Context: an optimization exercise on an open-source flow, tuned for small area, a short achievable clock period and few clock cycles per item. The choices shown serve that exercise and are no tape-out recipe.
Where RTL was checked, it was by simulation tests only, not by an equivalence proof against the original.
No functional check of the RTL was part of runs 1 to 3.
Power is estimated from default activity; no workload was simulated.

### flow/design.v
module hs1_sha1 (
    input  wire        f_ch,      
    input  wire        f_maj,     
    input  wire [31:0] a, b, c,
    input  wire [31:0] fq, p0, p1,
    output wire [31:0] a1,        
    output wire [31:0] a2         
);
    wire [31:0] rb = {b[1:0], b[31:2]};
    wire [31:0] f1 = f_ch  ? ((a & rb) | (~a & c)) :
                     f_maj ? ((a & rb) | (a & c) | (rb & c)) :
                             (a ^ rb ^ c);
    wire [31:0] x1 = f1 + p1;
    function [31:0] add_pp;
        input [31:0] x, y;
        reg   [31:0] g, p, t;
        integer i, s;
        begin
            g = x & y;
            p = x ^ y;
            t = p;
            for (s = 1; s < 32; s = s * 2)
                for (i = 31; i >= s; i = i - 1) begin
                    g[i] = g[i] | (t[i] & g[i-s]);
                    t[i] = t[i] & t[i-s];
                end
            add_pp = p ^ {g[30:0], 1'b0};
        end
    endfunction
    assign a1 = {a[26:0], a[31:27]} + fq + p0;
    assign a2 = add_pp({a1[26:0], a1[31:27]}, x1);
endmodule
module hs1_codec (
    input  wire        clk,
    input  wire        rst,
    input  wire        bus_valid,
    input  wire        bus_write,
    input  wire [11:0] bus_addr,
    input  wire [31:0] bus_wdata,
    output reg  [31:0] bus_rdata,
    output reg         bus_err,
    output wire        busy,
    output wire        irq
);
    localparam [31:0] ID_VALUE = 32'h48533101;
    localparam [3:0] OP_NOP = 4'h0, OP_CONF = 4'h1, OP_DEC = 4'h2,
                     OP_ENC = 4'h3, OP_REL  = 4'h4;
    localparam [1:0] ST_UNCONF = 2'b00, ST_KEYED = 2'b01, ST_RELEASED = 2'b10;
    localparam [3:0] E_OK = 4'd0, E_UNKNOWN_TYPE = 4'd1, E_BAD_MSG_LEN = 4'd2,
                     E_BAD_IV_LEN = 4'd3, E_BAD_PLAIN_LEN = 4'd4,
                     E_SIG_FAIL = 4'd5, E_NOT_CONF = 4'd6, E_BAD_KEY_LEN = 4'd7,
                     E_ILLEGAL = 4'd8;
    localparam [159:0] SHA1_IV = 160'h67452301_EFCDAB89_98BADCFE_10325476_C3D2E1F0;
    localparam [31:0] K1 = 32'h5A827999, K2 = 32'h6ED9EBA1,
                      K3 = 32'h8F1BBCDC, K4 = 32'hCA62C1D6;
    reg [511:0] enc_stage, int_stage;      
    reg [127:0] iv_buf;
    reg [511:0] data_in;
    reg [287:0] data_out;                  
    reg         dout_v;                    
    reg [31:0]  len_r;
    reg [1:0]   state;
    reg         busy_r;
    reg [2:0]   act_type;
    reg [3:0]   err_code, last_op;
    reg [5:0]   out_len;
    reg [2:0]   int_st, int_en;
    reg [3:0]   pend_op;
    reg [2:0]   pend_type;
    wire [7:0] in_len      = len_r[7:0];
    wire [7:0] iv_len      = len_r[15:8];
    wire [7:0] enc_key_len = len_r[23:16];
    wire [7:0] int_key_len = len_r[31:24];
    assign busy = busy_r;
    assign irq  = |(int_st & int_en);
    wire [11:0] off = bus_addr;
    wire aligned   = (off[1:0] == 2'b00);
    wire in_regs   = (off < 12'h018);
    wire in_keys   = (off >= 12'h100) && (off < 12'h180);
    wire in_iv     = (off >= 12'h180) && (off < 12'h190);
    wire in_din    = (off >= 12'h1C0) && (off < 12'h200);
    wire in_dout   = (off >= 12'h200) && (off < 12'h240);
    wire mapped    = aligned && (in_regs || in_keys || in_iv || in_din || in_dout);
    wire acc_wr    = bus_valid && bus_write && mapped;
    wire wr_int_st = acc_wr && (off == 12'h00C);
    wire wr_int_en = acc_wr && (off == 12'h010);
    wire wr_cmd    = acc_wr && (off == 12'h004);
    wire sreset    = wr_cmd && (bus_wdata == 32'h0000000F);
    wire gated     = acc_wr && !sreset &&
                     ((off == 12'h004) || (off == 12'h014) || in_keys || in_iv || in_din);
    wire dropped   = gated && busy_r;
    wire accept    = gated && !busy_r;
    wire wr_len    = accept && (off == 12'h014);
    wire wr_enc    = accept && (off >= 12'h100) && (off < 12'h140);
    wire wr_int    = accept && (off >= 12'h140) && (off < 12'h180);
    wire wr_iv     = accept && in_iv;
    wire wr_din    = accept && in_din;
    wire issue     = accept && (off == 12'h004);
    wire [3:0] cw_op   = bus_wdata[3:0];
    wire [2:0] cw_type = bus_wdata[6:4];
    wire cw_valid = (bus_wdata[31:7] == 25'd0) &&
                    ((cw_op == OP_CONF) ||
                     (((cw_op == OP_NOP) || (cw_op == OP_DEC) || (cw_op == OP_ENC) ||
                       (cw_op == OP_REL)) && (cw_type == 3'd0)));
    wire [2:0]  type_field  = (state == ST_KEYED) ? act_type : 3'd0;
    wire [31:0] status_word = {8'd0, 2'b00, out_len, last_op, err_code, 1'b0, type_field,
                               state, (state == ST_KEYED), busy_r};
    wire [31:0] dout_word = (off[5:2] < 4'd9) ? data_out[287 - 32*off[5:2] -: 32] : 32'd0;
    reg [31:0] rd_val;
    always @(*) begin
        rd_val = 32'd0;
        if (off[9]) begin
            rd_val = dout_word & {32{dout_v}};
        end else if (off[8]) begin
            if (off[7:6] == 2'b11)      rd_val = data_in[511 - 32*off[5:2] -: 32];
            else if (off[7:6] == 2'b10) rd_val = iv_buf[127 - 32*off[3:2] -: 32];
        end else begin
            case (off[4:2])
                3'd0: rd_val = ID_VALUE;
                3'd2: rd_val = status_word;
                3'd3: rd_val = {29'd0, int_st};
                3'd4: rd_val = {29'd0, int_en};
                3'd5: rd_val = len_r;
                default: rd_val = 32'd0;
            endcase
        end
    end
    always @(posedge clk) begin
        bus_rdata <= rd_val;
        bus_err   <= bus_valid && !mapped;
    end
    reg [7:0] msg_len, pay_len;
    always @(*) begin
        case (act_type)
            3'd0:    begin msg_len = 8'd36; pay_len = 8'd16; end
            3'd3:    begin msg_len = 8'd32; pay_len = 8'd12; end
            default: begin msg_len = 8'd28; pay_len = 8'd8;  end
        endcase
    end
    wire ty16 = (act_type == 3'd0);
    wire ty12 = (act_type == 3'd3);
    reg  [5:0]   cnt;
    reg  [2:0]   st;
    reg          ph_setup, ph_round, ph_ff;    
    reg          f_ch, f_maj;                  
    reg  [159:0] h0, h1, h2, h3;
    reg  [31:0]  a, b, c, d, e;
    reg  [31:0]  fq;               
    reg  [31:0]  p0, p1;           
    reg  [511:0] win;              
    reg  [63:0]  nb;               
    reg  [31:0]  dg;               
    reg  [127:0] xpad;             
    wire is_conf = (pend_op == OP_CONF);
    wire is_dec  = (pend_op == OP_DEC);
    wire last    = (cnt == 6'd40);
    wire [159:0] h_load = is_conf ? SHA1_IV : h0;    
    wire [159:0] h_cur  = is_conf ? SHA1_IV : h3;    
    function [31:0] rotl30;
        input [31:0] x;
        rotl30 = {x[1:0], x[31:2]};
    endfunction
    function [31:0] rotl1;
        input [31:0] x;
        rotl1 = {x[30:0], x[31]};
    endfunction
    function [31:0] fsel;
        input ch, maj;
        input [31:0] x, y, z;
        begin
            if (ch)       fsel = (x & y) | (~x & z);
            else if (maj) fsel = (x & y) | (x & z) | (y & z);
            else          fsel = x ^ y ^ z;
        end
    endfunction
    function [31:0] dinw;
        input [3:0] i;
        dinw = data_in[511 - 32*i -: 32];
    endfunction
    function [31:0] ivw;
        input [1:0] i;
        ivw = iv_buf[127 - 32*i -: 32];
    endfunction
    wire [31:0] iv0 = is_dec ? dinw(0) : ivw(0);
    wire [31:0] iv1 = is_dec ? dinw(1) : ivw(1);
    wire [31:0] iv2 = is_dec ? dinw(2) : ivw(2);
    wire [31:0] iv3 = is_dec ? dinw(3) : ivw(3);
    wire [127:0] x_src    = is_dec ? data_in[383:256] : data_in[511:384];
    wire [127:0] xpad_new = x_src ^ {a, b, c, d};
    wire [127:0] plain    = is_dec ? xpad_new : data_in[511:384];
    wire         pf_next = !busy_r || ph_ff;
    wire [2:0]   pm  = pf_next ? 3'd0 : (cnt[2:0] + 3'd1);
    wire [2:0]   pst = !busy_r ? 3'd0 : (ph_ff ? st + 3'd1 : st);
    wire [63:0]  kpe  = enc_stage[511 - 64*pm -: 64];
    wire [63:0]  kpi  = int_stage[511 - 64*pm -: 64];
    wire [63:0]  kp   = pst[1] ? kpi : kpe;
    wire [7:0]   klen = pst[1] ? int_key_len : enc_key_len;
    reg  [63:0]  ktherm;           
    integer j;
    always @(*) begin
        for (j = 0; j < 64; j = j + 1)
            ktherm[63 - j] = (j < klen);
    end
    wire [7:0]   kbytes = ktherm[63 - 8*pm -: 8];
    reg  [63:0]  kmask;
    always @(*) begin
        for (j = 0; j < 8; j = j + 1)
            kmask[63 - 8*j -: 8] = {8{kbytes[7 - j]}};
    end
    wire [63:0]  kblk = (kp & kmask) ^ (pst[0] ? {8{8'h5C}} : {8{8'h36}});
    reg [63:0] bw;
    always @(*) begin
        bw = 64'd0;
        if (is_conf || !busy_r) begin
            bw = kblk;
        end else if (pst[0]) begin
            case (pm)
                3'd1: bw = {c, d};                   
                3'd2: bw = {dg, 32'h80000000};
                3'd7: bw = {32'd0, 32'd672};
                default: ;
            endcase
        end else if (!pst[1]) begin
            case (pm)
                3'd1: bw = {iv2, iv3};
                3'd2: bw = {32'h80000000, 32'd0};
                3'd7: bw = {32'd0, 32'd640};
                default: ;
            endcase
        end else if (ty16) begin
            case (pm)
                3'd1: bw = is_dec ? xpad_new[63:0] : data_in[447:384];
                3'd2: bw = {iv0, iv1};
                3'd3: bw = {iv2, iv3};
                3'd4: bw = {32'h80000000, 32'd0};
                3'd7: bw = {32'd0, 32'd768};
                default: ;
            endcase
        end else if (ty12) begin
            case (pm)
                3'd1: bw = {is_dec ? xpad_new[63:32] : dinw(2), iv0};
                3'd2: bw = {iv1, iv2};
                3'd3: bw = {iv3, 32'h80000000};
                3'd7: bw = {32'd0, 32'd736};
                default: ;
            endcase
        end else begin
            case (pm)
                3'd1: bw = {iv0, iv1};
                3'd2: bw = {iv2, iv3};
                3'd3: bw = {32'h80000000, 32'd0};
                3'd7: bw = {32'd0, 32'd704};
                default: ;
            endcase
        end
    end
    reg [31:0] ws0, ws1;
    always @(*) begin
        if (is_conf) begin
            {ws0, ws1} = nb;
        end else if (st == 3'd0) begin
            ws0 = iv0;
            ws1 = iv1;
        end else if (st == 3'd2) begin
            ws0 = plain[127:96];
            ws1 = plain[95:64];
        end else begin
            ws0 = a;
            ws1 = b;
        end
    end
    wire [31:0] s0 = rotl1(win[13*32 +: 32] ^ win[8*32 +: 32] ^ win[2*32 +: 32] ^ win[0 +: 32]);
    wire [31:0] s1 = rotl1(win[14*32 +: 32] ^ win[9*32 +: 32] ^ win[3*32 +: 32] ^ win[1*32 +: 32]);
    wire        blkw = (cnt < 6'd8);
    wire [31:0] w0 = ph_setup ? ws0 : (blkw ? nb[63:32] : s0);
    wire [31:0] w1 = ph_setup ? ws1 : (blkw ? nb[31:0]  : s1);
    reg [31:0] kn;
    always @(*) begin
        if (cnt < 6'd10)      kn = K1;
        else if (cnt < 6'd20) kn = K2;
        else if (cnt < 6'd30) kn = K3;
        else                  kn = K4;
    end
    wire [31:0] pe0 = ph_setup ? h_load[31:0]  : c;
    wire [31:0] pe1 = ph_setup ? h_load[63:32] : rotl30(b);
    wire [31:0] p0_next = pe0 + (last ? h_cur[31:0]  : kn) + (last ? 32'd0 : w0);
    wire [31:0] p1_next = pe1 + (last ? h_cur[63:32] : kn) + (last ? 32'd0 : w1);
    wire [31:0] ra1, ra2;
    hs1_sha1 u_rounds (
        .f_ch (f_ch), .f_maj (f_maj),
        .a (a), .b (b), .c (c),
        .fq (fq), .p0 (p0), .p1 (p1),
        .a1 (ra1), .a2 (ra2)
    );
    wire       nx_ch  = ph_setup || (cnt < 6'd10);
    wire       nx_maj = !ph_setup && (cnt >= 6'd20) && (cnt < 6'd30);
    wire [31:0] nb_b = ph_setup ? h_load[127:96] : ra1;
    wire [31:0] nb_c = ph_setup ? h_load[95:64]  : rotl30(a);
    wire [31:0] nb_d = ph_setup ? h_load[63:32]  : rotl30(b);
    wire [31:0] fa_ = h_cur[159:128] + a;
    wire [31:0] fb_ = h_cur[127:96]  + b;
    wire [31:0] fc_ = h_cur[95:64]   + c;
    always @(posedge clk) begin
        win  <= {w1, w0, win[511:64]};
        p0   <= p0_next;
        p1   <= p1_next;
        nb   <= bw;
        fq   <= fsel(nx_ch, nx_maj, nb_b, nb_c, nb_d);
        f_ch  <= nx_ch;
        f_maj <= nx_maj;
        if (ph_round) begin
            a <= ra2;
            b <= ra1;
            c <= rotl30(a);
            d <= rotl30(b);
            e <= c;
        end else if (ph_setup) begin
            {a, b, c, d, e} <= h_load;
        end else begin
            a <= fa_;
            b <= fb_;
            c <= fc_;
            d <= p1;
            e <= p0;
        end
        if (ph_setup)
            dg <= e;
    end
    wire [31:0] tag_calc = a;
    reg  [31:0] tag_rx;
    reg  [287:0] dec_out, enc_out;
    always @(*) begin
        if (ty16) begin
            tag_rx  = dinw(8);
            dec_out = {xpad, 160'd0};
            enc_out = {iv_buf, xpad, tag_calc};
        end else if (ty12) begin
            tag_rx  = dinw(7);
            dec_out = {xpad[127:32], 192'd0};
            enc_out = {iv_buf, xpad[127:32], tag_calc, 32'd0};
        end else begin
            tag_rx  = dinw(6);
            dec_out = {xpad[127:64], 224'd0};
            enc_out = {iv_buf, xpad[127:64], tag_calc, 64'd0};
        end
    end
    wire tag_equal = (tag_calc == tag_rx);
    reg       cmpl;         
    reg [3:0] cmpl_code;
    reg       go;           
    reg       clr;          
    reg       rot;          
    reg       wr_out;       
    always @(*) begin
        cmpl      = 1'b0;
        cmpl_code = E_OK;
        go        = 1'b0;
        clr       = rst || sreset;
        wr_out    = 1'b0;
        if (busy_r && ph_setup) begin
            if (st == 3'd0) begin
                case (pend_op)
                    OP_CONF: begin
                        if (pend_type > 3'd3) begin
                            cmpl = 1'b1; cmpl_code = E_UNKNOWN_TYPE;
                        end else if (enc_key_len > 8'd64 || int_key_len > 8'd64) begin
                            cmpl = 1'b1; cmpl_code = E_BAD_KEY_LEN;
                        end else go = 1'b1;
                    end
                    OP_DEC: begin
                        if (state != ST_KEYED) begin
                            cmpl = 1'b1; cmpl_code = E_NOT_CONF;
                        end else if (in_len != msg_len) begin
                            cmpl = 1'b1; cmpl_code = E_BAD_MSG_LEN;
                        end else go = 1'b1;
                    end
                    OP_ENC: begin
                        if (state != ST_KEYED) begin
                            cmpl = 1'b1; cmpl_code = E_NOT_CONF;
                        end else if (iv_len != 8'd16) begin
                            cmpl = 1'b1; cmpl_code = E_BAD_IV_LEN;
                        end else if (in_len != pay_len) begin
                            cmpl = 1'b1; cmpl_code = E_BAD_PLAIN_LEN;
                        end else go = 1'b1;
                    end
                    OP_REL: begin
                        cmpl = 1'b1;
                        clr  = 1'b1;
                    end
                    default: cmpl = 1'b1;    
                endcase
            end else if (st == 3'd4) begin
                cmpl = 1'b1;
                if (is_conf) begin
                end else if (is_dec) begin
                    if (tag_equal) wr_out = 1'b1;
                    else cmpl_code = E_SIG_FAIL;
                end else begin
                    wr_out = 1'b1;
                end
            end
        end
        rot = busy_r && ph_setup &&
              (is_conf ? (st != 3'd0) : (st == 3'd0 ? go : (st != 3'd4)));
    end
    always @(posedge clk) begin
        if (rot) begin
            h0 <= h1;
            h1 <= h2;
            h2 <= h3;
            h3 <= is_conf ? {a, b, c, d, e} : h0;
        end
        if (busy_r && ph_setup && st == 3'd2)
            xpad <= xpad_new;
        if (wr_out)
            data_out <= is_dec ? dec_out : enc_out;
    end
    wire [15:0] wsel = 16'd1 << off[5:2];
    genvar gi;
    generate
        for (gi = 0; gi < 16; gi = gi + 1) begin : g_wr
            always @(posedge clk) begin
                if (clr) begin
                    enc_stage[511 - 32*gi -: 32] <= 32'd0;
                    int_stage[511 - 32*gi -: 32] <= 32'd0;
                    data_in[511 - 32*gi -: 32]   <= 32'd0;
                end else begin
                    if (wr_enc && wsel[gi]) enc_stage[511 - 32*gi -: 32] <= bus_wdata;
                    if (wr_int && wsel[gi]) int_stage[511 - 32*gi -: 32] <= bus_wdata;
                    if (wr_din && wsel[gi]) data_in[511 - 32*gi -: 32]   <= bus_wdata;
                end
            end
        end
        for (gi = 0; gi < 4; gi = gi + 1) begin : g_wr_iv
            always @(posedge clk) begin
                if (clr)
                    iv_buf[127 - 32*gi -: 32] <= 32'd0;
                else if (wr_iv && wsel[gi])
                    iv_buf[127 - 32*gi -: 32] <= bus_wdata;
            end
        end
    endgenerate
    always @(posedge clk) begin
        if (clr)
            len_r <= 32'd0;
        else if (wr_len)
            len_r <= bus_wdata;
    end
    always @(posedge clk) begin
        if (rst || sreset) begin
            dout_v    <= 1'b0;
            state     <= ST_UNCONF;
            busy_r    <= 1'b0;
            act_type  <= 3'd0;
            err_code  <= 4'd0;
            last_op   <= 4'd0;
            out_len   <= 6'd0;
            int_st    <= 3'd0;
            int_en    <= 3'd0;
        end else begin
            if (wr_int_en) int_en <= bus_wdata[2:0];
            if (issue) begin
                last_op <= cw_op;
                if (cw_valid) begin
                    pend_op   <= cw_op;
                    pend_type <= cw_type;
                    busy_r    <= 1'b1;
                end
            end
            if (busy_r && ph_setup && st == 3'd0 && pend_op == OP_REL) begin
                dout_v   <= 1'b0;
                out_len  <= 6'd0;
                act_type <= 3'd0;
                state    <= ST_RELEASED;
            end
            if (busy_r && ph_setup && st == 3'd4 && is_conf) begin
                act_type <= pend_type;
                state    <= ST_KEYED;
            end
            if (wr_out) begin
                dout_v  <= 1'b1;
                out_len <= is_dec ? pay_len[5:0] : msg_len[5:0];
            end
            if (cmpl) begin
                err_code <= cmpl_code;
                busy_r   <= 1'b0;
            end
            if (issue && !cw_valid)
                err_code <= E_ILLEGAL;
            int_st <= (int_st & ~(wr_int_st ? bus_wdata[2:0] : 3'd0))
                      | {dropped,
                         (cmpl && (cmpl_code != E_OK)) || (issue && !cw_valid),
                         cmpl || (issue && !cw_valid)};
        end
    end
    always @(posedge clk) begin
        if (!busy_r || cmpl) begin
            cnt      <= 6'd0;
            st       <= 3'd0;
            ph_setup <= 1'b1;
            ph_round <= 1'b0;
            ph_ff    <= 1'b0;
        end else if (ph_setup) begin
            cnt      <= 6'd1;
            ph_setup <= 1'b0;
            ph_round <= 1'b1;
        end else if (ph_round) begin
            cnt <= cnt + 6'd1;
            if (last) begin
                ph_round <= 1'b0;
                ph_ff    <= 1'b1;
            end
        end else begin
            cnt      <= 6'd0;
            st       <= st + 3'd1;
            ph_ff    <= 1'b0;
            ph_setup <= 1'b1;
        end
    end
endmodule
### flow/run.sh
#!/bin/bash
# synth_recipe.tcl (not shown) runs the flow's synth.tcl, then flattens the netlist and writes it again
# the make line also repeats each setting of config.mk as NAME=value (left out here)
make -C /OpenROAD-flow-scripts/flow DESIGN_CONFIG=/design/flow/config.mk WORK_HOME=/design/flow/orfs CLKGATE_MAP_FILE= SYNTH_SCRIPT=/design/flow/synth_recipe.tcl finish
### flow/config.mk
export PLATFORM = sky130hd
export DESIGN_NAME = hs1_codec
export DESIGN_NICKNAME = hs1_codec
export VERILOG_FILES = /design/flow/design.v
export SDC_FILE = /design/flow/constraint.sdc
export NUM_CORES = 4
export LEC_CHECK = 0
export CAP_MARGIN = 40
export CELL_PAD_IN_SITES_DETAIL_PLACEMENT = 2
export CELL_PAD_IN_SITES_GLOBAL_PLACEMENT = 2
export CORE_MARGIN = 2
export CORE_UTILIZATION = 45
export PLACE_DENSITY = 0.6
export SETUP_SLACK_MARGIN = 5
export SLEW_MARGIN = 20
### flow/constraint.sdc
create_clock -name core_clock -period 10.0 [get_ports {clk}]
set_input_delay 2.0000 -clock core_clock [delete_from_list [all_inputs] [get_ports {clk}]]
set_output_delay 2.0000 -clock core_clock [all_outputs]
set_load 0.01 [all_outputs]
==> results of run 1 <==
[how the worst max path moves through the flow]
stage,slack [ns],start,end
2_1_floorplan,-3.05,act_type[2],h0[0]
3_5_place_dp,2.13,pend_op[0],p0[30]
4_1_cts,3.77,a[0],a[31]
3_3_place_gp,1.70,pend_op[0],p1[30]
[cells by family after synthesis]
group | Yosys count
mux | 705
buf+inv | 1751
fa+ha+maj | 434
xor+xnor | 608
simple gates | 6706
compound gates | 5014
flops | 3695
[power by group through the flow]
stage	Sequential, W	Combinational (W)	Clock [W]
3_5_place_dp	0.0157	0.000959	0
3_3_place_gp	0.0157	0.000939	0
4_1_cts	0.0153	0.000988	0.0161
2_1_floorplan	0.0157	0.000436	0
[metrics by stage]
stage | worst slack, ns | instance area (um2) | setup TNS, ns
after CTS | 3.775 | 200800 | 0
after detailed placement | 2.126 | 179300 | 0
after floorplan | -3.053 | 171800 | -1954.01
after global placement | 1.700 | 178000 | 0
[repair_timing]
action	in CTS
buffers inserted	311
endpoints found under the hold margin	0
pin swaps	290
setup endpoints to repair	2598
gates cloned	38
gates resized for setup	1001
==> impl_metrics.env, run 1 <==
export IMPL_outcome="aborted with a tool error"
export IMPL_stop_stage="global routing"
export IMPL_stop_error="[ERROR GRT-0228] Horizontal edge usage exceeds the maximum allowed. (40, 47) usage=65535 limit=3200"
export IMPL_cts_made_buffers=415
export IMPL_ys_ff_latch=3695
export IMPL_start_util=0.4524
export IMPL_synth_most_common_cell="nand2_1"
export IMPL_synth_top_family_by_area="compound AO/OA/AOI/OAI gates"
export IMPL_cts_root_buf="clkbuf_16"
export IMPL_yosys_area_share_simple=0.1584
export IMPL_endpoint_type="register data pin"
export IMPL_io_pins=83
export IMPL_synthMuxAreaShare=0.06734
export IMPL_synth_top_cell_area_share=0.3032
export IMPL_syn_num_nets=19390
export IMPL_grt_repair_worst_endpoint="a[31]$_DFF_P_/D"
export IMPL_yosysTopAreaCell="dfxtp_1"
export IMPL_cts_path_max_buffers=4
export IMPL_synthTopCellsByArea="dfxtp_1 (30%), edfxtp_1 (19%), nand2_1 (11%)"
export IMPL_fp_row_count=226
export IMPL_syn_area_um2=171700
export IMPL_synth_cells=18910
export IMPL_antenna_found_initial=256
export IMPL_die_height_um=621.7
export IMPL_portBuffers=82
export IMPL_dp_cells=23090
export IMPL_synthArstFlopShare=0
export IMPL_synthAdderAreaFrac=0.03879
export IMPL_grt_max_degree=179
export IMPL_globalplace_congestion=0.9654
export IMPL_yosys_warnings=2
export IMPL_ys_top_cells_by_count="nand2_1 (5227), a21oi_1 (2789), dfxtp_1 (2600)"
export IMPL_synth_flop_cell="dfxtp_1"
export IMPL_cts_sinks=3695
export IMPL_dieWidth_um=621.7
export IMPL_avgSynthCellArea_um2=9.078
export IMPL_h_tree_depth=5
export IMPL_synth_edf_count=1095
export IMPL_synth_compound_area_share=0.1699
export IMPL_cts_hold_buf=0
export IMPL_ys_types=89
export IMPL_synth_xor_xnor_area_share=0.03110
export IMPL_dp_final_hpwl_mm=614.4
export IMPL_yosysSeqAreaShare=0.4947
==> run 2, diff against run 1 <==
--- a/flow/design.v
+++ b/flow/design.v
@@ -27,7 +27,10 @@
             add_pp = p ^ {g[30:0], 1'b0};
         end
     endfunction
-    assign a1 = {a[26:0], a[31:27]} + fq + p0;
+    wire [31:0] ra = {a[26:0], a[31:27]};
+    wire [31:0] cs = ra ^ fq ^ p0;
+    wire [31:0] cc = (ra & fq) | (ra & p0) | (fq & p0);
+    assign a1 = add_pp(cs, {cc[30:0], 1'b0});
     assign a2 = add_pp({a1[26:0], a1[31:27]}, x1);
 endmodule
 module hs1_codec (
@@ -415,36 +418,26 @@
         if (wr_out)
             data_out <= is_dec ? dec_out : enc_out;
     end
+    wire [31:0] wd   = bus_wdata & {32{~clr}};
     wire [15:0] wsel = 16'd1 << off[5:2];
     genvar gi;
     generate
         for (gi = 0; gi < 16; gi = gi + 1) begin : g_wr
             always @(posedge clk) begin
-                if (clr) begin
-                    enc_stage[511 - 32*gi -: 32] <= 32'd0;
-                    int_stage[511 - 32*gi -: 32] <= 32'd0;
-                    data_in[511 - 32*gi -: 32]   <= 32'd0;
-                end else begin
-                    if (wr_enc && wsel[gi]) enc_stage[511 - 32*gi -: 32] <= bus_wdata;
-                    if (wr_int && wsel[gi]) int_stage[511 - 32*gi -: 32] <= bus_wdata;
-                    if (wr_din && wsel[gi]) data_in[511 - 32*gi -: 32]   <= bus_wdata;
-                end
+                if (clr || (wr_enc && wsel[gi])) enc_stage[511 - 32*gi -: 32] <= wd;
+                if (clr || (wr_int && wsel[gi])) int_stage[511 - 32*gi -: 32] <= wd;
+                if (clr || (wr_din && wsel[gi])) data_in[511 - 32*gi -: 32]   <= wd;
             end
         end
         for (gi = 0; gi < 4; gi = gi + 1) begin : g_wr_iv
             always @(posedge clk) begin
-                if (clr)
-                    iv_buf[127 - 32*gi -: 32] <= 32'd0;
-                else if (wr_iv && wsel[gi])
-                    iv_buf[127 - 32*gi -: 32] <= bus_wdata;
+                if (clr || (wr_iv && wsel[gi])) iv_buf[127 - 32*gi -: 32] <= wd;
             end
         end
     endgenerate
     always @(posedge clk) begin
-        if (clr)
-            len_r <= 32'd0;
-        else if (wr_len)
-            len_r <= bus_wdata;
+        if (clr || wr_len)
+            len_r <= wd;
     end
     always @(posedge clk) begin
         if (rst || sreset) begin
--- a/flow/config.mk
+++ b/flow/config.mk
@@ -9,7 +9,7 @@
 export CELL_PAD_IN_SITES_DETAIL_PLACEMENT = 2
 export CELL_PAD_IN_SITES_GLOBAL_PLACEMENT = 2
 export CORE_MARGIN = 2
-export CORE_UTILIZATION = 45
-export PLACE_DENSITY = 0.6
+export CORE_UTILIZATION = 35
+export PLACE_DENSITY = 0.5
 export SETUP_SLACK_MARGIN = 5
 export SLEW_MARGIN = 20
==> run 2 against run 1 <==
Now clean on timing, DRC and antenna; synthesized area is 4.1% lower; synthesized cell count is 31% lower.
==> impl_metrics.env, run 2 <==
export IMPL_cts_made_buffers=418
export IMPL_min_to="win[100]"
export IMPL_core_um2=467900
export IMPL_start_kind="register"
export IMPL_drt_pass1_iter_count=6
export IMPL_tightest_slew_ns=1.125
export IMPL_drive_above_1_share=0.2175
export IMPL_path_cells="buf_4 > fa_1 > nor2b_1 > a211oi_1 > a21oi_1 > ha_2 > nand4_1 > o31a_4 > nor4b_4 > o21a_1 > nor2_1 > xnor2_1 > ha_2 > a21oi_1 > o21ai_0 > a21o_1 > a21oi_2 > o21bai_1 > a21oi_2 > o21bai_1 > a21oi_1 > o41ai_4 > xor2_1 > a22o_1"
export IMPL_setup_tns_ns=0
export IMPL_final_common_cell="edfxtp_1"
export IMPL_final_nets=14260
export IMPL_fill_cells=45840
export IMPL_grt_max_degree=153
export IMPL_outcome="complete, no violations"
export IMPL_crit_path_frequent_cell="a21oi_1"
export IMPL_clock_skew_ns=0.06249
export IMPL_cts_hold_buf=0
export IMPL_cts_path_max_buffers=4
export IMPL_finalMaxSlewViolations=0
export IMPL_globalplace_congestion=0.9035
export IMPL_ir_drop_mv=0.1859
export IMPL_required_ns=10.93
export IMPL_syn_num_nets=13510
export IMPL_worstHoldStart="win[164]"
export IMPL_layout_min_cycle_time_ns=6.226
export IMPL_ys_types=111
export IMPL_synthTopCellsByArea="edfxtp_1 (51%), dfxtp_1 (11%), mux4_2 (4.9%)"
export IMPL_finalHoldViolations=0
export IMPL_final_cell_mix="edfxtp_1 (2791), nand2_1 (1561), a21oi_1 (975)"
export IMPL_dr_first_iter_drc_count=14720
export IMPL_yosys_warnings=2
export IMPL_ant_nets=0
export IMPL_arrival_ns=7.15
export IMPL_avgSynthCellArea_um2=12.63
export IMPL_synth_edf_count=2791
export IMPL_seq_area_um2=102000
export IMPL_path_delay_family="compound AO/OA/AOI/OAI gates"
export IMPL_ys_ff_latch=3695
export IMPL_antenna_found_initial=94
export IMPL_syn_area_um2=164600
export IMPL_start_util=0.3518
export IMPL_fp_row_count=251
export IMPL_portBuffers=82
export IMPL_cts_tree="yes"
export IMPL_yosysTopAreaCell="edfxtp_1"
export IMPL_p_total_w=0.04056
export IMPL_synthArstFlopShare=0
export IMPL_dieWidth_um=689.9
export IMPL_synth_most_common_cell="edfxtp_1"
export IMPL_clock_latency_ns=1.05
export IMPL_gr_usage_all_layers=0.3474
export IMPL_grt_pass1_wl_mm=1131
export IMPL_leakagePower_nw=72.53
export IMPL_cts_root_buf="clkbuf_16"
export IMPL_hold_class="reg2reg"
export IMPL_max_freq_ghz=0.1606
export IMPL_setup_violations=0
export IMPL_via_per_inst=6.084
export IMPL_post_route_util=0.4329
export IMPL_worst_setup_path_end_kind="register"
export IMPL_rsz0062_at_grt="yes"
export IMPL_grt_pass1_vias=126300
export IMPL_cp_slowest_stage_delay_ns=0.54
export IMPL_timing_final_crit_share=0.6226
export IMPL_synth_flop_cell="edfxtp_1"
export IMPL_vias=124000
export IMPL_max_cap_violations=0
export IMPL_powerDensity_nw_per_um2=200.2
export IMPL_synth_cells=13030
export IMPL_multi_input_area_um2=63970
export IMPL_path_clk_slew_ns=0.06
export IMPL_die_area_um2=475900
export IMPL_worst_path_buf_inv=1
export IMPL_yosysSeqAreaShare=0.6190
export IMPL_synth_top_cell_area_share=0.5090
export IMPL_io_pins=83
export IMPL_slew_limit_headroom=0.2499
export IMPL_ys_top_cells_by_count="edfxtp_1 (2791), nand2_1 (1603), a21oi_1 (1103)"
export IMPL_r2r_end="a[30]"
export IMPL_wl_mm=852.7
export IMPL_rr_startpoint="a[16]"
export IMPL_crit_type="reg2reg"
export IMPL_grt_overflow_total=0
export IMPL_die_height_um=689.9
export IMPL_cp_max_fo=9
export IMPL_holdPathStages=0
export IMPL_reg2reg_setup_slack_ns=3.77
export IMPL_drc=0
export IMPL_wl_per_cell_um=41.85
export IMPL_h_tree_depth=5
export IMPL_worst_path_max_delay_cell="ha_2"
export IMPL_reg2reg_depth=24
export IMPL_syn2layout_area_growth_pct=23.03
export IMPL_cts_sinks=3695
export IMPL_dp_final_hpwl_mm=580.4
[run 2: cell types whose count changed after synthesis, sizes merged, moves of 110 or more]
cell / change
a21oi: -1684
clkbuf: -627
dfxtp: -1696
edfxtp: +1696
nand2: -3623
o21ai: +110
[run 2: worst max path at each step]
stage                start  endpoint  slack [ns]  cells after the start
2_1_floorplan  act_type[1]     h0[0]       -3.15                      8
5_1_grt              c[13]     a[30]        3.61                     26
4_1_cts              a[28]     a[30]        3.88                     31
6_report             a[16]     a[30]        3.77                     24
3_3_place_gp    pend_op[0]    p0[29]        1.81                     23
3_5_place_dp    pend_op[0]    p0[29]        2.14                     22
[run 2: timing repair]
| action | 4_1_cts | 5_1_grt |
|---|---|---|
| setup buffers | 256 | 185 |
| setup endpoints to repair | 4008 | 2015 |
| pin swaps | 220 | 262 |
| resized for setup | 907 | 478 |
| gates cloned | 50 | 10 |
[run 2: logic make-up (layout without fill, tap and decap cells)]
kind of cell | count (synthesis) | after routing | share of synthesized area
fa+ha+maj | 430 | 430 | 0.04020
buf+inv | 1074 | 2165 | 0.02527
simple gates | 3044 | 3052 | 0.08058
flops | 3695 | 3695 | 0.6190
compound gates | 3485 | 3487 | 0.1325
mux | 717 | 717 | 0.07116
xor+xnor | 589 | 589 | 0.03133
other cells | 0 | 42 | 0
[run 2: final cells by class]
type                    count  area share
inverters                 235    0.004626
clock buffers             590     0.05936
repair buffers           1159     0.06836
repair inverters            1  0.00004324
multi-input cells        8275      0.3158
well taps                6198     0.03828
clock inverters           180    0.009494
diodes                     42   0.0005189
flip-flops and latches   3695      0.5035
[run 2: per-layer routing]
metal | vias up | routed length [um] | part of all wire | GRT usage
met5 | - | 45 | 0.000053 | 0
met4 | 6 | 53740 | 0.063 | 0.1716
met3 | 1402 | 62890 | 0.074 | 0.05640
met2 | 5444 | 380800 | 0.45 | 0.5416
met1 | 66720 | 355200 | 0.42 | 0.4710
li1 | 50390 | - | - | -
[run 2: stage by stage]
stage / cell area [um2] / std cells / worst slack [ns] / hold slack (ns)
after detailed placement: 177400 / 19050 / 2.142 / 0.3132
final: 202600 / 20380 / 3.774 / 0.2753
after global routing: 202500 / 20340 / 3.608 / 0.2959
after floorplan: 164700 / 13030 / -3.152 / 0.3096
after global placement: 174800 / 18890 / 1.812 / 0.3098
after CTS: 198600 / 20130 / 3.876 / 0.2782
[run 2: report_power, final]
part | total, W | switching [W] | internal (W)
combinational | 0.00676 | 0.00417 | 0.00259
sequential | 0.0178 | 0.000551 | 0.0173
clock | 0.0160 | 0.00687 | 0.00908
total | 0.0406 | 0.0116 | 0.0290
==> run 3, diff against run 2 <==
==> flow/config.mk (replaced) <==
export PLATFORM = sky130hd
export DESIGN_NAME = hs1_codec
export DESIGN_NICKNAME = hs1_codec
export VERILOG_FILES = /design/flow/design.v
export SDC_FILE = /design/flow/constraint.sdc
export NUM_CORES = 4
export LEC_CHECK = 0
export CAP_MARGIN = 40
export CELL_PAD_IN_SITES_DETAIL_PLACEMENT = 1
export CELL_PAD_IN_SITES_GLOBAL_PLACEMENT = 1
export CORE_MARGIN = 2
export CORE_UTILIZATION = 40
export CTS_BUF_LIST = sky130_fd_sc_hd__clkbuf_8
export PLACE_DENSITY = 0.55
export SETUP_SLACK_MARGIN = 4
export SLEW_MARGIN = 20
==> run 3 against run 2 <==
Still clean on timing, DRC and antenna; critical path depth grew 5; sequential cell count did not move; first-iteration DRC count rose by 7.3%; via count decreased by 0.78%; combinational power fell by 12%; die area shrank 12%; synthesized cell count unchanged; sequential power barely moved; total power is 7.1% lower; final area decreased by 4.4%; clock-buffer cell count increased by 146; highest routed layer unchanged.
==> impl_metrics.env, run 3 <==
export IMPL_synth_top_cell_area_share=0.5090
export IMPL_synth_flop_cell="edfxtp_1"
export IMPL_yosysSeqAreaShare=0.6190
export IMPL_cts_made_buffers=657
export IMPL_setup_tns_ns=0
export IMPL_ys_ff_latch=3695
export IMPL_arrival_ns=7.36
export IMPL_yosys_area_share_simple=0.08058
export IMPL_grt_overflow_total=0
export IMPL_tightest_slew_ns=1.304
export IMPL_cts_sinks=3695
export IMPL_yosysTopAreaCell="edfxtp_1"
export IMPL_antenna_found_initial=73
export IMPL_syn_area_um2=164600
export IMPL_grt_pass1_vias=121900
export IMPL_max_cap_violations=0
export IMPL_crit_path_frequent_cell="nor2_4"
export IMPL_wl_mm=759.6
export IMPL_ir_drop_mv=0.1566
export IMPL_synth_cells=13030
export IMPL_final_cell_mix="edfxtp_1 (2791), nand2_1 (1573), a21oi_1 (1058)"
export IMPL_max_freq_ghz=0.1601
export IMPL_die_area_um2=416800
export IMPL_outcome="complete, no violations"
export IMPL_timing_final_crit_share=0.6246
export IMPL_synth_top_family_by_area="compound AO/OA/AOI/OAI gates"
export IMPL_path_delay_family="compound AO/OA/AOI/OAI gates"
export IMPL_layout_min_cycle_time_ns=6.246
export IMPL_dr_first_iter_drc_count=15790
export IMPL_leakagePower_nw=70.22
export IMPL_ant_nets=0
export IMPL_h_tree_depth=6
export IMPL_synthArstFlopShare=0
export IMPL_syn_num_nets=13510
export IMPL_worst_path_buf_inv=4
export IMPL_globalplace_congestion=0.9342
export IMPL_synth_most_common_cell="edfxtp_1"
export IMPL_dp_final_hpwl_mm=512.1
export IMPL_drc=0
export IMPL_io_pins=83
export IMPL_slew_limit_headroom=0.1308
export IMPL_drt_pass1_iter_count=6
export IMPL_synthMuxAreaShare=0.07116
export IMPL_synthAdderAreaFrac=0.04020
export IMPL_syn2layout_area_growth_pct=17.59
export IMPL_via_per_inst=6.223
export IMPL_cts_root_buf="clkbuf_8"
export IMPL_gr_usage_all_layers=0.3549
export IMPL_ys_types=111
export IMPL_yosys_warnings=2
export IMPL_fp_row_count=235
export IMPL_final_nets=14220
export IMPL_start_kind="register"
export IMPL_dp_cells=18290
export IMPL_powerDensity_nw_per_um2=194.7
export IMPL_clock_skew_ns=0.09526
export IMPL_synthTopCellsByArea="edfxtp_1 (51%), dfxtp_1 (11%), mux4_2 (4.9%)"
export IMPL_dieWidth_um=645.6
export IMPL_synth_xor_xnor_area_share=0.03133
export IMPL_rsz0062_at_grt="yes"
export IMPL_wl_per_cell_um=38.43
export IMPL_clock_latency_ns=1.30
export IMPL_core_um2=409900
export IMPL_avgSynthCellArea_um2=12.63
export IMPL_vias=123000
export IMPL_worst_path_max_delay_cell="fa_2"
export IMPL_cp_max_fo=5
export IMPL_required_ns=11.12
export IMPL_final_common_cell="edfxtp_1"
export IMPL_crit_type="reg2reg"
export IMPL_cts_path_max_buffers=4
export IMPL_ys_top_cells_by_count="edfxtp_1 (2791), nand2_1 (1603), a21oi_1 (1103)"
export IMPL_setup_violations=0
export IMPL_worst_setup_path_end_kind="register"
export IMPL_portBuffers=82
export IMPL_final_cells=19770
export IMPL_cp_slowest_stage_delay_ns=0.55
export IMPL_synth_compound_area_share=0.1325
export IMPL_path_clk_slew_ns=0.06
export IMPL_hold_class="reg2reg"
export IMPL_drive_above_1_share=0.1911
export IMPL_start_util=0.4017
export IMPL_fill_cells=41890
export IMPL_die_height_um=645.6
export IMPL_finalMaxSlewViolations=0
export IMPL_grt_pass1_wl_mm=1027
export IMPL_synth_edf_count=2791
export IMPL_cts_tree="yes"
export IMPL_finalHoldViolations=0
export IMPL_grt_max_degree=159
## run 3: cell types whose count changed in the layout (fill, tap and decap cells not counted), moves of 72 or more
cell / previous run / this run
clkbuf_8: 42 / 736
clkbuf_16: 452 / 12
inv_1: 209 / 461
clkbuf_1: 106 / 0
buf_6: 144 / 54
a21oi_1: 975 / 1058
a21oi_2: 103 / 31
## run 3: what timing repair did
action,in CTS,in global routing
pin swaps,93,183
hold buffers,0,0
cloned,18,12
endpoints found under the setup margin,1374,1816
setup buffers,89,114
resized for setup,352,357
## run 3: worst register-to-register path, delay by kind of cell, from the launching register on
kind                     cells  cell delay [ns]
adder cells (fa/ha/maj)      4             1.43
XOR/XNOR                     1             0.11
AO/OA/AOI/OAI               12             2.40
flip-flops                   1             0.53
buffers and inverters        4             0.49
AND/OR/NAND/NOR              8             1.14
## run 3: layout make-up
class	instances	area, um2	area share
flip-flops and latches	3695	102000	0.5268
multi-input cells	8270	61870	0.3196
diodes	37	92.59	0.0004782
clock inverters	454	2495	0.01289
inverters	235	908.4	0.004692
clock buffers	736	10130	0.05232
well taps	5451	6820	0.03523
repair buffers	887	9291	0.04799
## run 3: metrics by stage
| step | power [W] | util | area, um2 | hold WS [ns] | worst slack (ns) |
|---|---|---|---|---|---|
| floorplan | 0.02077 | - | 164700 | 0.3096 | -3.152 |
| global placement | 0.02301 | 0.4247 | 174100 | 0.3096 | 2.036 |
| detailed placement | 0.02316 | 0.4282 | 175500 | 0.3132 | 2.430 |
| CTS | 0.03729 | 0.4648 | 190500 | 0.2711 | 3.785 |
| global route | 0.03887 | 0.4722 | 193500 | 0.3014 | 3.539 |
| finish | 0.03770 | 0.4723 | 193600 | 0.2853 | 3.754 |
## run 3: kinds of logic after synthesis
| logic type | count (synthesis) |
|---|---|
| AOI/OAI and AO/OA | 3485 |
| xor gates and xnor gates | 589 |
| adders and majority gates | 430 |
| buffers and inverters | 1074 |
| DFF | 3695 |
| muxes | 717 |
| and+or+nand+nor | 3044 |
## run 3: report_power, final
group | switching [W] | total [W] | internal, W | leakage [nW]
Combinational | 0.00373 | 0.00598 | 0.00225 | 29.0
Sequential | 0.000522 | 0.0178 | 0.0173 | 33.9
Clock | 0.00668 | 0.0139 | 0.00721 | 7.40
## run 3: layer usage
layer,GRT usage,vias to the layer above,part of all wire
met3,0.07680,1639,0.094
met4,0.1956,18,0.066
met5,0,-,0.00015
met2,0.5299,6873,0.43
li1,-,50350,-
met1,0.4816,64110,0.41
## run 3: final timing paths
kind / startpoint / to / slack, ns / cells past startpoint
setup reg to reg: p0[20] / a[30] / 3.75 / 29
hold / removal: win[362] / win[298] / 0.29 / 0
setup / recovery: p0[20] / a[30] / 3.75 / 29
hold reg to reg: win[362] / win[298] / 0.29 / 0
==> run 4, diff against run 3 <==
--- a/flow/design.v
+++ b/flow/design.v
@@ -10,7 +10,7 @@
     wire [31:0] f1 = f_ch  ? ((a & rb) | (~a & c)) :
                      f_maj ? ((a & rb) | (a & c) | (rb & c)) :
                              (a ^ rb ^ c);
-    wire [31:0] x1 = f1 + p1;
+    wire [31:0] x1 = add_pp(f1, p1);
     function [31:0] add_pp;
         input [31:0] x, y;
         reg   [31:0] g, p, t;
@@ -59,6 +59,8 @@
     reg [511:0] enc_stage, int_stage;      
     reg [127:0] iv_buf;
     reg [511:0] data_in;
+    reg [15:0]  ev, kv, dv;                
+    reg [3:0]   vv;                        
     reg [287:0] data_out;                  
     reg         dout_v;                    
     reg [31:0]  len_r;
@@ -115,8 +117,8 @@
         if (off[9]) begin
             rd_val = dout_word & {32{dout_v}};
         end else if (off[8]) begin
-            if (off[7:6] == 2'b11)      rd_val = data_in[511 - 32*off[5:2] -: 32];
-            else if (off[7:6] == 2'b10) rd_val = iv_buf[127 - 32*off[3:2] -: 32];
+            if (off[7:6] == 2'b11)      rd_val = data_in[511 - 32*off[5:2] -: 32] & {32{dv[off[5:2]]}};
+            else if (off[7:6] == 2'b10) rd_val = iv_buf[127 - 32*off[3:2] -: 32] & {32{vv[off[3:2]]}};
         end else begin
             case (off[4:2])
                 3'd0: rd_val = ID_VALUE;
@@ -144,7 +146,7 @@
     wire ty12 = (act_type == 3'd3);
     reg  [5:0]   cnt;
     reg  [2:0]   st;
-    reg          ph_setup, ph_round, ph_ff;    
+    reg          ph_setup, ph_round;           
     reg          f_ch, f_maj;                  
     reg  [159:0] h0, h1, h2, h3;
     reg  [31:0]  a, b, c, d, e;
@@ -154,9 +156,15 @@
     reg  [63:0]  nb;               
     reg  [31:0]  dg;               
     reg  [127:0] xpad;             
-    wire is_conf = (pend_op == OP_CONF);
-    wire is_dec  = (pend_op == OP_DEC);
-    wire last    = (cnt == 6'd40);
+    reg  is_conf, is_dec;          
+    reg  last, prelast;            
+    reg  sw_nb;                    
+    reg  sw_sch;                   
+    reg  sw_d01;                   
+    reg  sw_iv;                    
+    reg  sw_a;                     
+    reg  sw_pd;                    
+    reg  [1:0] kidx;               
     wire [159:0] h_load = is_conf ? SHA1_IV : h0;    
     wire [159:0] h_cur  = is_conf ? SHA1_IV : h3;    
     function [31:0] rotl30;
@@ -178,24 +186,34 @@
     endfunction
     function [31:0] dinw;
         input [3:0] i;
-        dinw = data_in[511 - 32*i -: 32];
+        dinw = data_in[511 - 32*i -: 32] & {32{dv[i]}};
     endfunction
     function [31:0] ivw;
         input [1:0] i;
-        ivw = iv_buf[127 - 32*i -: 32];
+        ivw = iv_buf[127 - 32*i -: 32] & {32{vv[i]}};
     endfunction
+    wire [127:0] iv_m   = {ivw(0), ivw(1), ivw(2), ivw(3)};
+    wire [127:0] din_lo = {dinw(0), dinw(1), dinw(2), dinw(3)};
+    wire [127:0] din_hi = {dinw(4), dinw(5), dinw(6), dinw(7)};
     wire [31:0] iv0 = is_dec ? dinw(0) : ivw(0);
     wire [31:0] iv1 = is_dec ? dinw(1) : ivw(1);
     wire [31:0] iv2 = is_dec ? dinw(2) : ivw(2);
     wire [31:0] iv3 = is_dec ? dinw(3) : ivw(3);
-    wire [127:0] x_src    = is_dec ? data_in[383:256] : data_in[511:384];
-    wire [127:0] xpad_new = x_src ^ {a, b, c, d};
-    wire [127:0] plain    = is_dec ? xpad_new : data_in[511:384];
-    wire         pf_next = !busy_r || ph_ff;
+    wire [31:0] da = a;
+    wire [31:0] db = b;
+    wire [31:0] dc = c;
+    wire [31:0] dd = d;
+    wire [31:0] de = e;
+    wire [127:0] x_src    = is_dec ? din_hi : din_lo;
+    wire [127:0] xpad_new = x_src ^ {da, db, dc, dd};
+    wire [127:0] plain    = is_dec ? xpad_new : din_lo;
+    wire         pf_next = !busy_r || last;
     wire [2:0]   pm  = pf_next ? 3'd0 : (cnt[2:0] + 3'd1);
-    wire [2:0]   pst = !busy_r ? 3'd0 : (ph_ff ? st + 3'd1 : st);
-    wire [63:0]  kpe  = enc_stage[511 - 64*pm -: 64];
-    wire [63:0]  kpi  = int_stage[511 - 64*pm -: 64];
+    wire [2:0]   pst = !busy_r ? 3'd0 : (last ? st + 3'd1 : st);
+    wire [63:0]  kpe  = enc_stage[511 - 64*pm -: 64] &
+                        {{32{ev[{pm, 1'b0}]}}, {32{ev[{pm, 1'b1}]}}};
+    wire [63:0]  kpi  = int_stage[511 - 64*pm -: 64] &
+                        {{32{kv[{pm, 1'b0}]}}, {32{kv[{pm, 1'b1}]}}};
     wire [63:0]  kp   = pst[1] ? kpi : kpe;
     wire [7:0]   klen = pst[1] ? int_key_len : enc_key_len;
     reg  [63:0]  ktherm;           
@@ -218,7 +236,7 @@
             bw = kblk;
         end else if (pst[0]) begin
             case (pm)
-                3'd1: bw = {c, d};                   
+                3'd1: bw = {dc, dd};                 
                 3'd2: bw = {dg, 32'h80000000};
                 3'd7: bw = {32'd0, 32'd672};
                 default: ;
@@ -232,7 +250,7 @@
             endcase
         end else if (ty16) begin
             case (pm)
-                3'd1: bw = is_dec ? xpad_new[63:0] : data_in[447:384];
+                3'd1: bw = is_dec ? xpad_new[63:0] : din_lo[63:0];
                 3'd2: bw = {iv0, iv1};
                 3'd3: bw = {iv2, iv3};
                 3'd4: bw = {32'h80000000, 32'd0};
@@ -257,37 +275,30 @@
             endcase
         end
     end
-    reg [31:0] ws0, ws1;
-    always @(*) begin
-        if (is_conf) begin
-            {ws0, ws1} = nb;
-        end else if (st == 3'd0) begin
-            ws0 = iv0;
-            ws1 = iv1;
-        end else if (st == 3'd2) begin
-            ws0 = plain[127:96];
-            ws1 = plain[95:64];
-        end else begin
-            ws0 = a;
-            ws1 = b;
-        end
-    end
     wire [31:0] s0 = rotl1(win[13*32 +: 32] ^ win[8*32 +: 32] ^ win[2*32 +: 32] ^ win[0 +: 32]);
     wire [31:0] s1 = rotl1(win[14*32 +: 32] ^ win[9*32 +: 32] ^ win[3*32 +: 32] ^ win[1*32 +: 32]);
-    wire        blkw = (cnt < 6'd8);
-    wire [31:0] w0 = ph_setup ? ws0 : (blkw ? nb[63:32] : s0);
-    wire [31:0] w1 = ph_setup ? ws1 : (blkw ? nb[31:0]  : s1);
+    wire [31:0] w0 = ({32{sw_nb}}  & nb[63:32]) | ({32{sw_sch}} & s0) |
+                     ({32{sw_d01}} & dinw(0))   | ({32{sw_iv}}  & ivw(0)) |
+                     ({32{sw_a}}   & da)        | ({32{sw_pd}}  & (dinw(4) ^ da));
+    wire [31:0] w1 = ({32{sw_nb}}  & nb[31:0])  | ({32{sw_sch}} & s1) |
+                     ({32{sw_d01}} & dinw(1))   | ({32{sw_iv}}  & ivw(1)) |
+                     ({32{sw_a}}   & db)        | ({32{sw_pd}}  & (dinw(5) ^ db));
     reg [31:0] kn;
     always @(*) begin
-        if (cnt < 6'd10)      kn = K1;
-        else if (cnt < 6'd20) kn = K2;
-        else if (cnt < 6'd30) kn = K3;
-        else                  kn = K4;
+        case (kidx)
+            2'd0:    kn = K1;
+            2'd1:    kn = K2;
+            2'd2:    kn = K3;
+            default: kn = K4;
+        endcase
     end
     wire [31:0] pe0 = ph_setup ? h_load[31:0]  : c;
     wire [31:0] pe1 = ph_setup ? h_load[63:32] : rotl30(b);
-    wire [31:0] p0_next = pe0 + (last ? h_cur[31:0]  : kn) + (last ? 32'd0 : w0);
-    wire [31:0] p1_next = pe1 + (last ? h_cur[63:32] : kn) + (last ? 32'd0 : w1);
+    wire [31:0] p0_next = pe0 + (last ? h_cur[31:0]  : kn) + w0;
+    wire [31:0] p1_next = pe1 + (last ? h_cur[63:32] : kn) + w1 +
+                          (prelast ? h_cur[159:128] : 32'd0);
+    wire [31:0] ffb = h_cur[127:96] + ra1;
+    wire [31:0] ffc = h_cur[95:64]  + rotl30(a);
     wire [31:0] ra1, ra2;
     hs1_sha1 u_rounds (
         .f_ch (f_ch), .f_maj (f_maj),
@@ -300,9 +311,6 @@
     wire [31:0] nb_b = ph_setup ? h_load[127:96] : ra1;
     wire [31:0] nb_c = ph_setup ? h_load[95:64]  : rotl30(a);
     wire [31:0] nb_d = ph_setup ? h_load[63:32]  : rotl30(b);
-    wire [31:0] fa_ = h_cur[159:128] + a;
-    wire [31:0] fb_ = h_cur[127:96]  + b;
-    wire [31:0] fc_ = h_cur[95:64]   + c;
     always @(posedge clk) begin
         win  <= {w1, w0, win[511:64]};
         p0   <= p0_next;
@@ -313,38 +321,32 @@
         f_maj <= nx_maj;
         if (ph_round) begin
             a <= ra2;
-            b <= ra1;
-            c <= rotl30(a);
-            d <= rotl30(b);
-            e <= c;
-        end else if (ph_setup) begin
-            {a, b, c, d, e} <= h_load;
+            b <= last ? ffb : ra1;
+            c <= last ? ffc : rotl30(a);
+            d <= last ? p1_next : rotl30(b);
+            e <= last ? p0_next : c;
         end else begin
-            a <= fa_;
-            b <= fb_;
-            c <= fc_;
-            d <= p1;
-            e <= p0;
+            {a, b, c, d, e} <= h_load;
         end
         if (ph_setup)
-            dg <= e;
+            dg <= de;
     end
-    wire [31:0] tag_calc = a;
+    wire [31:0] tag_calc = da;
     reg  [31:0] tag_rx;
     reg  [287:0] dec_out, enc_out;
     always @(*) begin
         if (ty16) begin
             tag_rx  = dinw(8);
             dec_out = {xpad, 160'd0};
-            enc_out = {iv_buf, xpad, tag_calc};
+            enc_out = {iv_m, xpad, tag_calc};
         end else if (ty12) begin
             tag_rx  = dinw(7);
             dec_out = {xpad[127:32], 192'd0};
-            enc_out = {iv_buf, xpad[127:32], tag_calc, 32'd0};
+            enc_out = {iv_m, xpad[127:32], tag_calc, 32'd0};
         end else begin
             tag_rx  = dinw(6);
             dec_out = {xpad[127:64], 224'd0};
-            enc_out = {iv_buf, xpad[127:64], tag_calc, 64'd0};
+            enc_out = {iv_m, xpad[127:64], tag_calc, 64'd0};
         end
     end
     wire tag_equal = (tag_calc == tag_rx);
@@ -411,33 +413,43 @@
             h0 <= h1;
             h1 <= h2;
             h2 <= h3;
-            h3 <= is_conf ? {a, b, c, d, e} : h0;
+            h3 <= is_conf ? {da, db, dc, dd, de} : h0;
         end
         if (busy_r && ph_setup && st == 3'd2)
             xpad <= xpad_new;
         if (wr_out)
             data_out <= is_dec ? dec_out : enc_out;
     end
-    wire [31:0] wd   = bus_wdata & {32{~clr}};
     wire [15:0] wsel = 16'd1 << off[5:2];
     genvar gi;
     generate
         for (gi = 0; gi < 16; gi = gi + 1) begin : g_wr
             always @(posedge clk) begin
-                if (clr || (wr_enc && wsel[gi])) enc_stage[511 - 32*gi -: 32] <= wd;
-                if (clr || (wr_int && wsel[gi])) int_stage[511 - 32*gi -: 32] <= wd;
-                if (clr || (wr_din && wsel[gi])) data_in[511 - 32*gi -: 32]   <= wd;
+                if (wr_enc && wsel[gi]) enc_stage[511 - 32*gi -: 32] <= bus_wdata;
+                if (wr_int && wsel[gi]) int_stage[511 - 32*gi -: 32] <= bus_wdata;
+                if (wr_din && wsel[gi]) data_in[511 - 32*gi -: 32]   <= bus_wdata;
             end
         end
         for (gi = 0; gi < 4; gi = gi + 1) begin : g_wr_iv
             always @(posedge clk) begin
-                if (clr || (wr_iv && wsel[gi])) iv_buf[127 - 32*gi -: 32] <= wd;
+                if (wr_iv && wsel[gi]) iv_buf[127 - 32*gi -: 32] <= bus_wdata;
             end
         end
     endgenerate
     always @(posedge clk) begin
-        if (clr || wr_len)
-            len_r <= wd;
+        if (clr) begin
+            ev    <= 16'd0;
+            kv    <= 16'd0;
+            dv    <= 16'd0;
+            vv    <= 4'd0;
+            len_r <= 32'd0;
+        end else begin
+            if (wr_enc) ev <= ev | wsel;
+            if (wr_int) kv <= kv | wsel;
+            if (wr_din) dv <= dv | wsel;
+            if (wr_iv)  vv <= vv | wsel[3:0];
+            if (wr_len) len_r <= bus_wdata;
+        end
     end
     always @(posedge clk) begin
         if (rst || sreset) begin
@@ -457,6 +469,8 @@
                 if (cw_valid) begin
                     pend_op   <= cw_op;
                     pend_type <= cw_type;
+                    is_conf   <= (cw_op == OP_CONF);
+                    is_dec    <= (cw_op == OP_DEC);
                     busy_r    <= 1'b1;
                 end
             end
@@ -487,27 +501,44 @@
         end
     end
     always @(posedge clk) begin
+        last    <= 1'b0;
+        prelast <= 1'b0;
+        sw_nb   <= 1'b0;
+        sw_sch  <= 1'b0;
+        sw_d01  <= 1'b0;
+        sw_iv   <= 1'b0;
+        sw_a    <= 1'b0;
+        sw_pd   <= 1'b0;
+        kidx    <= 2'd0;
         if (!busy_r || cmpl) begin
             cnt      <= 6'd0;
             st       <= 3'd0;
             ph_setup <= 1'b1;
             ph_round <= 1'b0;
-            ph_ff    <= 1'b0;
+            sw_nb    <= (cw_op == OP_CONF);
+            sw_d01   <= (cw_op == OP_DEC);
+            sw_iv    <= (cw_op == OP_ENC);
         end else if (ph_setup) begin
             cnt      <= 6'd1;
             ph_setup <= 1'b0;
             ph_round <= 1'b1;
-        end else if (ph_round) begin
-            cnt <= cnt + 6'd1;
-            if (last) begin
-                ph_round <= 1'b0;
-                ph_ff    <= 1'b1;
-            end
-        end else begin
+            sw_nb    <= 1'b1;
+        end else if (last) begin
             cnt      <= 6'd0;
             st       <= st + 3'd1;
-            ph_ff    <= 1'b0;
             ph_setup <= 1'b1;
+            ph_round <= 1'b0;
+            sw_nb    <= is_conf;
+            sw_a     <= !is_conf && !st[0];
+            sw_pd    <= !is_conf && st[0] && !st[1] && is_dec;
+            sw_d01   <= !is_conf && st[0] && !st[1] && !is_dec;
+        end else begin
+            cnt     <= cnt + 6'd1;
+            last    <= (cnt == 6'd39);
+            prelast <= (cnt == 6'd38);
+            sw_nb   <= (cnt < 6'd7);
+            sw_sch  <= (cnt >= 6'd7) && (cnt < 6'd39);
+            kidx    <= (cnt < 6'd9) ? 2'd0 : (cnt < 6'd19) ? 2'd1 : (cnt < 6'd29) ? 2'd2 : 2'd3;
         end
     end
 endmodule
--- a/flow/config.mk
+++ b/flow/config.mk
@@ -9,8 +9,8 @@
 export CELL_PAD_IN_SITES_DETAIL_PLACEMENT = 1
 export CELL_PAD_IN_SITES_GLOBAL_PLACEMENT = 1
 export CORE_MARGIN = 2
-export CORE_UTILIZATION = 40
+export CORE_UTILIZATION = 45
 export CTS_BUF_LIST = sky130_fd_sc_hd__clkbuf_8
-export PLACE_DENSITY = 0.55
-export SETUP_SLACK_MARGIN = 4
+export PLACE_DENSITY = 0.58
+export SETUP_SLACK_MARGIN = 5
 export SLEW_MARGIN = 20
==> run 4 against run 3 <==
Clock power hardly changed; final area is 2.0% higher; setup slack better by 0.10 ns; sequential cell count is 63 higher; largest power group unchanged; cell count shrank 2.0%.
==> impl_metrics.env, run 4 <==
export IMPL_outcome="complete, no violations"
export IMPL_globalplace_congestion=1.030
export IMPL_power_switching_w=0.008248
export IMPL_timing_final_crit_share=0.6145
export IMPL_tightest_slew_ns=1.235
export IMPL_die_area_um2=375400
export IMPL_final_common_cell="edfxtp_1"
export IMPL_crit_type="reg2reg"
export IMPL_wl_mm=816.9
export IMPL_io_pins=83
export IMPL_setup_violations=0
export IMPL_whs_ns=0.2880
export IMPL_ant_nets=0
export IMPL_final_nets=14280
export IMPL_leakagePower_nw=69.02
export IMPL_rsz0062_at_grt="yes"
export IMPL_postLayoutCellArea_um2=197400
export IMPL_finalHoldViolations=0
export IMPL_fp_row_count=223
export IMPL_grt_overflow_total=0
export IMPL_worst_path_buf_inv=4
export IMPL_syn2layout_area_growth_pct=18.41
export IMPL_synth_top_cell_area_share=0.4972
export IMPL_synth_edf_count=2761
export IMPL_arrival_ns=7.27
export IMPL_p_comb_frac=0.060
export IMPL_max_cap_violations=0
export IMPL_dieWidth_um=612.7
export IMPL_drive_above_1_share=0.2127
export IMPL_start_kind="register"
export IMPL_antenna_found_initial=111
export IMPL_powerDensity_nw_per_um2=164.7
export IMPL_via_per_inst=6.667
export IMPL_synthTopCellsByArea="edfxtp_1 (50%), dfxtp_1 (12%), mux4_2 (4.0%)"
export IMPL_wl_per_cell_um=42.16
export IMPL_cts_sinks=3758
export IMPL_placed_area_um2=176500
export IMPL_synth_flop_cell="edfxtp_1"
export IMPL_clock_latency_ns=1.33
export IMPL_power_switching_fraction=0.2537
export IMPL_gr_usage_all_layers=0.4263
export IMPL_h_tree_depth=6
export IMPL_ys_types=110
export IMPL_start_util=0.4520
export IMPL_hold_class="reg2reg"
export IMPL_post_route_util=0.5353
export IMPL_worst_path_max_delay_cell="fa_1"
export IMPL_finalMaxSlewViolations=0
export IMPL_grt_pass1_vias=126800
export IMPL_syn_area_um2=166700
export IMPL_layout_min_cycle_time_ns=6.145
export IMPL_cts_made_buffers=650
export IMPL_cts_root_buf="clkbuf_8"
export IMPL_yosys_warnings=2
export IMPL_vias=129200
export IMPL_clkPwrFrac=0.427
export IMPL_synthArstFlopShare=0
export IMPL_final_cell_mix="edfxtp_1 (2761), nand2_1 (1160), dfxtp_1 (950)"
export IMPL_grt_max_degree=177
export IMPL_clock_skew_ns=0.1035
export IMPL_yosysSeqAreaShare=0.6169
export IMPL_yosysTopAreaCell="edfxtp_1"
export IMPL_drt_pass1_iter_count=9
export IMPL_slew_limit_headroom=0.1769
export IMPL_max_freq_ghz=0.1627
export IMPL_drc=0
export IMPL_cp_slowest_stage_delay_ns=0.55
export IMPL_ys_top_cells_by_count="edfxtp_1 (2761), nand2_1 (1183), dfxtp_1 (997)"
export IMPL_p_int_w=0.02427
export IMPL_portBuffers=82
export IMPL_avgSynthCellArea_um2=12.86
export IMPL_ys_ff_latch=3758
export IMPL_path_clk_slew_ns=0.06
export IMPL_synth_cells=12970
export IMPL_path_delay_family="compound AO/OA/AOI/OAI gates"
export IMPL_dr_first_iter_drc_count=18780
export IMPL_grt_pass1_wl_mm=1088
export IMPL_core_um2=368900
export IMPL_cts_tree="yes"
export IMPL_synth_most_common_cell="edfxtp_1"
export IMPL_syn_num_nets=13450
export IMPL_die_height_um=612.7
export IMPL_required_ns=11.12
export IMPL_worst_setup_path_end_kind="register"
export IMPL_cts_path_max_buffers=4
export IMPL_cp_max_fo=3
export IMPL_ir_drop_mv=0.1749
export IMPL_power_frac_seq=0.513
export IMPL_dp_final_hpwl_mm=559.7
## run 4: area by class of cell
| class | count | area [um2] |
|---|---|---|
| Sequential cell | 3758 | 103000 |
| Fill cell | 36550 | 171400 |
| Timing Repair inverter | 4 | 35.03 |
| Antenna cell | 87 | 217.7 |
| Multi-Input combinational cell | 8001 | 62880 |
| Inverter | 300 | 1214 |
| Tap cell | 4950 | 6193 |
| Timing Repair Buffer | 1078 | 11350 |
| Clock buffer | 725 | 9978 |
| Clock inverter | 472 | 2582 |
## run 4: kinds of logic (layout without fill, tap and decap cells)
logic type,Yosys count,after routing,synth area share
mux,776,776,0.06968
compound gates,3303,3303,0.1316
flops,3758,3758,0.6169
simple gates,2850,2852,0.07832
buf+inv,1210,2579,0.02875
xor+xnor,636,636,0.03345
other cells,0,87,0
fa+ha+maj,434,434,0.04130
## run 4: final timing paths
| check | startpoint | endpoint | cells past startpoint | slack [ns] |
|---|---|---|---|---|
| hold / removal | win[489] | win[425] | 0 | 0.29 |
| setup reg to reg | a[13] | a[30] | 27 | 3.85 |
| hold reg to reg | win[489] | win[425] | 0 | 0.29 |
| setup / recovery | a[13] | a[30] | 27 | 3.85 |
## run 4: routing by layer
layer | GRT usage | share of wire | routed length [um]
met1 | 0.5234 | 0.36 | 296000
met2 | 0.6177 | 0.42 | 345500
met3 | 0.1510 | 0.12 | 99820
met4 | 0.3180 | 0.092 | 74810
met5 | 0 | 0.00083 | 682
## run 4: timing repair
item | 4_1_cts | 5_1_grt
pin swaps | 231 | 217
buffers inserted | 259 | 150
endpoints found under the setup margin | 2261 | 922
hold buffers | 0 | 0
resized for setup | 682 | 261
gates cloned | 13 | 4
## run 4: power by group through the flow
stage                     combinational (W)  clock [W]  sequential, W
after detailed placement            0.00155          0         0.0170
after CTS                           0.00177     0.0140         0.0167
after floorplan                    0.000767          0         0.0170
after global routing                0.00198     0.0147         0.0167
final                               0.00195     0.0139         0.0167
after global placement              0.00152          0         0.0170
## run 4: stage by stage
step,total power (W),setup TNS [ns],std cells,worst slack (ns)
4_1_cts,0.03245,0,19120,4.041
6_report,0.03251,0,19380,3.855
3_3_place_gp,0.01853,0,17540,1.579
3_5_place_dp,0.01857,0,17650,2.364
2_1_floorplan,0.01777,-2245.31,12970,-3.151
5_1_grt,0.03331,0,19310,3.700
Testbench counts of run 4, summed over its fixed seeds: cycles 35,851, items 192.

re-timing with driven ports:
The flow's constraints put no driver on any port. The routed layouts listed below were extracted and timed again, unchanged, in two steps.
Step 1 (the two cells are an assumption about what drives the block):
set clk [get_ports {clk}]
set_driving_cell -lib_cell sky130_fd_sc_hd__clkbuf_16 $clk
set_driving_cell -lib_cell sky130_fd_sc_hd__buf_2 [delete_from_list [all_inputs] $clk]
Step 2 moves the port delays by t, midway between the first and last clock arrival at a register: inputs arrive t later, outputs are due t later. That takes back most of the time a late clock gives input paths.
a / b / c = ideal ports / drivers / drivers and shift; a / b = the first two.
run | t, ns | slack for setup (ns) | clock arrival spread, ns
run 2 | 1.140 | 3.774 / 3.774 / 3.774 | 0.067 / 0.067
run 3 | 1.368 | 3.754 / 3.754 / 2.664 | 0.105 / 0.104
run 4 | 1.392 | 3.855 / 3.855 / 3.543 | 0.105 / 0.104
After both steps setup and hold are still met in every run listed. For run 3, which loses most, drivers alone change the setup slack by 0.000 ns; drivers and shift together by -1.090 ns.
